Source: an optimization exercise on an open RTL-to-GDS flow (aim: small area, a short achievable clock period and few clock cycles). Production flows keep margins and buffers that such runs may drop.
The RTL was checked by simulation tests, not by an equivalence proof against the original design.
Power and IR drop assume default switching activity.

## run A
## apf_core
module apf_core (
    input  wire        clk,
    input  wire        rst,           
    input  wire        start,         
    input  wire [31:0] program_len,
    input  wire [31:0] packet_len,
    input  wire [31:0] filter_age,
    output wire        prog_rd,
    output wire [31:0] prog_addr,
    input  wire [7:0]  prog_data,
    output wire        pkt_rd,
    output wire [31:0] pkt_addr,
    input  wire [7:0]  pkt_data,
    output reg         done,          
    output reg         pass           
);
For scale: roughly 910 flip-flops, about 46000 um2 of cells after synthesis.
export LEC_CHECK = 0
export CAP_MARGIN = 20
export CORE_MARGIN = 2
export CORE_UTILIZATION = 40
export PLACE_DENSITY = 0.55
export SLEW_MARGIN = 20
export TNS_END_PERCENT = 0
create_clock -name core_clock -period 11.0 [get_ports {clk}]
standard.sh (not shown) runs the stock make flow with config.mk's settings and CLKGATE_MAP_FILE= SYNTH_SCRIPT=/design/flow/synth_recipe.tcl, a recipe that flattens the netlist after the stock synthesis.
==> flow/flow/run.sh <==
#!/bin/bash
set -euo pipefail
export SETUP_SLACK_MARGIN=7.5
bash standard.sh > standard.log 2>&1
Testbench counts of run A, summed over its fixed seeds: cycles 179,610.
For run B, these inputs were changed with respect to run A:
--- a/flow/design.v
+++ b/flow/design.v
@@ -166,25 +166,25 @@
             default: initk = 32'd0;
         endcase
     end
     reg  [31:0] tapval;
     integer j;
     always @(*) begin
         tapval = ring[0];
         for (j = 1; j < NT; j = j + 1)
             if (tsel_r[3:SB] == j) tapval = ring[j * SP];
     end
     wire        init_on = (ic != 4'd0);
     wire [31:0] rdval   = init_on ? initk : tapval;
-    wire        slot_do = sb && hit_r;
+    wire        slot_do = sb && hit_r && !st[S_REDIR];    
     wire        stm_do  = slot_do && sk[4];
     wire        ldm_do  = slot_do && !sk[4];
     integer i;
     always @(posedge clk) begin
         for (i = 0; i < 16; i = i + 1) begin
             if ((i % SP) == SP - 1) begin
                 if (stm_do && tsel_r[3:SB] == ((i + 1) % 16) / SP)
                     ring[i] <= rb;
                 else if (init_on)
                     ring[i] <= (i == 15) ? init0 : 32'd0;
                 else
                     ring[i] <= ring[(i + 1) % 16];
@@ -420,36 +420,36 @@
             lok_l <= bu[2:0];
         end
         if (st[S_JB1])            okf <= nz && !eovf && !bu[32];
         if (st[S_LD0])
             lnm <= (ld_sz != 3'd1);
         else if (lbd)
             lnm <= (lcnt != 3'd2);
         if (st[S_LD0]) begin
             lcnt <= ld_sz;
             bsel <= rsel;
         end else if (lbd)
             lcnt <= lcnt - 3'd1;
-        lb1 <= !fin_t && !rst && ((st[S_LD0] && !ld_idx) || st[S_LDX]);
-        lbd <= !fin_t && !rst && ((lb1 && lok) || (lbd && lcnt != 3'd1));
+        lb1 <= !fin && !rst && ((st[S_LD0] && !ld_idx) || st[S_LDX]);
+        lbd <= !fin && !rst && ((lb1 && lok) || (lbd && lcnt != 3'd1));
         if (go_slot) begin
             sk     <= d_imm[4:0];
             bsel   <= d_r;
             hit_r  <= (kd_d[SB-1:0] == 0);
             tsel_r <= kd_d;
         end else begin
             hit_r  <= (kd_s[SB-1:0] == 0);
             tsel_r <= kd_s;
         end
-        sb <= !fin_t && !rst && ((go_slot && !taken) || (sb && !hit_r));
+        sb <= !fin && !rst && (go_slot || (sb && !hit_r && !st[S_REDIR]));
         if (st[S_JB0]) begin
             eovf   <= add_s[32];
             nz     <= (xop != 32'd0);
             differ <= 1'b0;
         end
         if (lit_byte) differ <= differ || (prog_data != pkt_data);
         if (st[S_MD0]) ahi <= 1'b0;
         else if (st[S_MD] && !skip8) ahi <= add_s[32];
         if (st[S_MD0]) begin
             mskip <= 1'b1;
             mcnt  <= (opc == 5'd12) ? {1'b0, shv[4:0]} : 6'd32;
             mmode <= (opc == 5'd8) ? M_MUL : (opc == 5'd9) ? M_DIV : sh_l ? M_SHL : M_SHR;
## What came out
Run B vs. run A: areal power density over the cells grew by 25%; clock skew shrank by 0.012 ns. Against run A, run B comes in 13 points higher on combinational cell fraction of total power. Highest clock rate, run B and run A: smaller value in run A. Relative to run A, count of cells along the worst register-to-register path has decreased by 1 in run B. Relative to run A, inverter count of the layout excluding clock inverters has gone down in run B. Cmp run B and run A / max-slew headroom at the worst pin / lower: run B. Diff run A -> run B: number of cells on the critical path increased 7, internal reg-to-reg setup slack rose by 0.06 ns, total power +about 25%. The delay of the slowest critical-path stage of run B exceeds that of run A by 0.23 ns.
Testbench counts of run B, summed over its fixed seeds: cycles 179,610.

[separate check: timing with driven ports]
Ports are ideal in the flow. The routed layouts listed here were re-timed in OpenROAD. Step 1 sets driving cells, clkbuf_16 on the clock port and buf_2 on the other inputs (assumed; they add their load-dependent delay and slew). Step 2 moves the port delays by t, midway between the first and last clock arrival at a register: inputs arrive t later, outputs are due t later. That takes back most of the time a late clock gives input paths. a / b / c = ideal / step 1 / step 2; a / b = the first two.
run | t (ns) | setup WS [ns] | worst setup path after step 2 | slew at the worst register clock pin (ns) | cell pins on the clock port's net
run A | 0.777 | 6.172 / 6.093 / 5.615 | input to register | 0.07 / 0.07 | 1
run B | 0.785 | 6.240 / 6.221 / 5.684 | input to register | 0.08 / 0.08 | 1
After both steps every run listed still meets setup and hold. The setup slack of run A, which loses most, moves by -0.079 ns with the drivers and by -0.557 ns with both steps.
